What follows belongs to an exercise in optimizing a design on an open flow for small area; a production flow would make more cautious choices.
Function was checked by simulation only, so behaviour that the tests miss may differ from the original.
No activity file was given, so power comes from the tool's default toggle rates.

Setup of exp/zinc:
Design voice_filter, start of the top module:
module voice_filter (
    input  wire        clk,
    input  wire        rst,        
    input  wire        start,
    input  wire [31:0] x,
    input  wire        topo,       
    input  wire [1:0]  ftype,      
    input  wire [31:0] a0,
    input  wire [31:0] a1,
    input  wire [31:0] a2,
    input  wire [31:0] b1,
    input  wire [31:0] b2,
    input  wire [31:0] f1,
    input  wire [31:0] q,
    output reg         done,
    output wire [31:0] y
);
Size in the first run: roughly 2100 cells after synthesis, ~340 flip-flops, ~300 I/O pins.
export LEC_CHECK = 0
export CAP_MARGIN = 20
export CORE_MARGIN = 2
export CORE_UTILIZATION = 52
export SLEW_MARGIN = 20
export BUFFER_PORTS_ARGS = -buffer_cell sky130_fd_sc_hd__buf_1
export CTS_ARGS = -sink_clustering_enable -repair_clock_nets -dont_use_dummy_load -sink_clustering_size 16 -sink_clustering_max_diameter 120 -buf_list {sky130_fd_sc_hd__clkbuf_16}
create_clock -name core_clock -period 22.0 [get_ports {clk}]
standard.sh (not shown) runs the stock make flow with config.mk's settings and CLKGATE_MAP_FILE= SYNTH_SCRIPT=/design/flow/synth_recipe.tcl, a recipe that flattens the netlist after the stock synthesis.
==> flow/flow/run.sh <==
#!/bin/bash
# The standard layout (the standard.sh, standard synthesis included),
# with two changes: the buffer that placement puts on every input and output
# port is sky130_fd_sc_hd__buf_1, and clock tree synthesis adds no dummy
# loads, and its sink clusters and buffers are set below.
set -euo pipefail
cd "$(dirname "$0")/.."
cat >> config.mk <<'MK'
export BUFFER_PORTS_ARGS = -buffer_cell sky130_fd_sc_hd__buf_1
export CTS_ARGS = -sink_clustering_enable -repair_clock_nets -dont_use_dummy_load -sink_clustering_size 16 -sink_clustering_max_diameter 120 -buf_list {sky130_fd_sc_hd__clkbuf_16}
MK
bash standard.sh finish > standard_flow.log 2>&1
diff inputs: exp/zinc => exp/juniper
- CORE_UTILIZATION: 52 -> 40
- CTS_ARGS: -sink_clustering_enable -repair_clock_nets -dont_use_dummy_load -sink_clustering_size 16 -sink_clustering_max_diameter 120 -buf_list {sky130_fd_sc_hd__clkbuf_16} -> -sink_clustering_enable -repair_clock_nets -dont_use_dummy_load -sink_clustering_size 10 -sink_clustering_max_diameter 100 -buf_list {sky130_fd_sc_hd__clkbuf_8}
diff --git a/flow/flow/run.sh b/flow/flow/run.sh
--- a/flow/flow/run.sh
+++ b/flow/flow/run.sh
@@ -9,3 +9,3 @@
 export BUFFER_PORTS_ARGS = -buffer_cell sky130_fd_sc_hd__buf_1
-export CTS_ARGS = -sink_clustering_enable -repair_clock_nets -dont_use_dummy_load -sink_clustering_size 16 -sink_clustering_max_diameter 120 -buf_list {sky130_fd_sc_hd__clkbuf_16}
+export CTS_ARGS = -sink_clustering_enable -repair_clock_nets -dont_use_dummy_load -sink_clustering_size 10 -sink_clustering_max_diameter 100 -buf_list {sky130_fd_sc_hd__clkbuf_8}
 MK
The die area in exp/juniper sits 29% above the value recorded for exp/zinc.
On core utilization: between exp/juniper and exp/zinc, it ends up lower for exp/juniper.
Of exp/juniper and exp/zinc, the lower combinational group share of total power belongs to exp/zinc.
Against exp/zinc as the reference, exp/juniper delivers a higher post-DP HPWL.
Adder-cell area share of the yosys netlist delta (exp/zinc -> exp/juniper): insignificant
The via-per-instance ratio of exp/juniper falls short of that of exp/zinc by 4.7%.
[inputs] exp/umber vs exp/juniper
- swapping -sink_clustering_enable -repair_clock_nets -dont_use_dummy_load -sink_clustering_size 10 -sink_clustering_max_diameter 100 -buf_list {sky130_fd_sc_hd__clkbuf_8} for -sink_clustering_enable -repair_clock_nets -dont_use_dummy_load -sink_clustering_size 8 -sink_clustering_max_diameter 90 -buf_list {sky130_fd_sc_hd__clkbuf_4 sky130_fd_sc_hd__clkbuf_8} in CTS_ARGS
diff --git a/flow/flow/run.sh b/flow/flow/run.sh
--- a/flow/flow/run.sh
+++ b/flow/flow/run.sh
@@ -9,3 +9,3 @@
 export BUFFER_PORTS_ARGS = -buffer_cell sky130_fd_sc_hd__buf_1
-export CTS_ARGS = -sink_clustering_enable -repair_clock_nets -dont_use_dummy_load -sink_clustering_size 10 -sink_clustering_max_diameter 100 -buf_list {sky130_fd_sc_hd__clkbuf_8}
+export CTS_ARGS = -sink_clustering_enable -repair_clock_nets -dont_use_dummy_load -sink_clustering_size 8 -sink_clustering_max_diameter 90 -buf_list {sky130_fd_sc_hd__clkbuf_4 sky130_fd_sc_hd__clkbuf_8}
 MK
exp/umber ended up with a higher ratio of total power to cell area than exp/juniper did.
exp/juniper and exp/umber ended up with roughly the same wire length of the first global-routing pass.
Summary: with exp/juniper as the reference, design area in exp/umber moved up slightly.
Status: count of filler cells inserted in the layout parity (exp/umber, exp/juniper)
Edits applied to the flow inputs when going from exp/umber to exp/cedar:
- a change of CTS_ARGS from -sink_clustering_enable -repair_clock_nets -dont_use_dummy_load -sink_clustering_size 8 -sink_clustering_max_diameter 90 -buf_list {sky130_fd_sc_hd__clkbuf_4 sky130_fd_sc_hd__clkbuf_8} to -sink_clustering_enable -repair_clock_nets -dont_use_dummy_load -sink_clustering_size 16 -sink_clustering_max_diameter 120 -buf_list {sky130_fd_sc_hd__clkbuf_16}
diff --git a/flow/flow/run.sh b/flow/flow/run.sh
--- a/flow/flow/run.sh
+++ b/flow/flow/run.sh
@@ -9,3 +9,3 @@
 export BUFFER_PORTS_ARGS = -buffer_cell sky130_fd_sc_hd__buf_1
-export CTS_ARGS = -sink_clustering_enable -repair_clock_nets -dont_use_dummy_load -sink_clustering_size 8 -sink_clustering_max_diameter 90 -buf_list {sky130_fd_sc_hd__clkbuf_4 sky130_fd_sc_hd__clkbuf_8}
+export CTS_ARGS = -sink_clustering_enable -repair_clock_nets -dont_use_dummy_load -sink_clustering_size 16 -sink_clustering_max_diameter 120 -buf_list {sky130_fd_sc_hd__clkbuf_16}
 MK
- The routed wire length of exp/cedar falls short of that of exp/umber by 610 µm.
- Any difference in final standard cell area without fillers between exp/umber and exp/cedar is small enough to ignore.
- Every run (exp/cedar and exp/umber) finished clean.
- Per the comparison of exp/cedar with exp/umber, area added between synthesis and finish saw a decrease; fraction of area in registers saw little to no change.

[afterwards: timing with drivers on the ports]
In the flow no input, the clock included, has a driving cell. The finished layouts below were timed again as built, in two steps. Step 1 (the two cells are an assumption about what drives the block):
set clk [get_ports {clk}]
set_driving_cell -lib_cell sky130_fd_sc_hd__clkbuf_16 $clk
set_driving_cell -lib_cell sky130_fd_sc_hd__buf_2 [delete_from_list [all_inputs] $clk]
Step 2 adds t to the input delays and takes it off the output delays; t is the mean of the earliest and latest rising clock arrival at the registers after step 1. Input paths then give back, and output paths get back, about the clock's delay inside the block. a / b / c = ideal ports / drivers / drivers and shift; a / b = the first two.
| run | t, ns | slack for setup (ns) | worst hold slack (ns) | worst setup path after step 2 |
|---|---|---|---|---|
| exp/zinc | 0.609 | 11.680 / 11.715 / 11.106 | 0.287 / 0.287 / 0.287 | input to register |
| exp/juniper | 0.653 | 11.619 / 11.645 / 10.992 | 0.302 / 0.302 / 0.302 | input to register |
| exp/umber | 0.645 | 11.752 / 11.773 / 11.127 | 0.299 / 0.299 / 0.299 | input to register |
| exp/cedar | 0.619 | 11.772 / 11.802 / 11.184 | 0.289 / 0.289 / 0.289 | input to register |
After both steps setup and hold are still met in every run listed. For exp/juniper, which loses most, drivers alone change the setup slack by +0.026 ns; drivers and shift together by -0.627 ns.
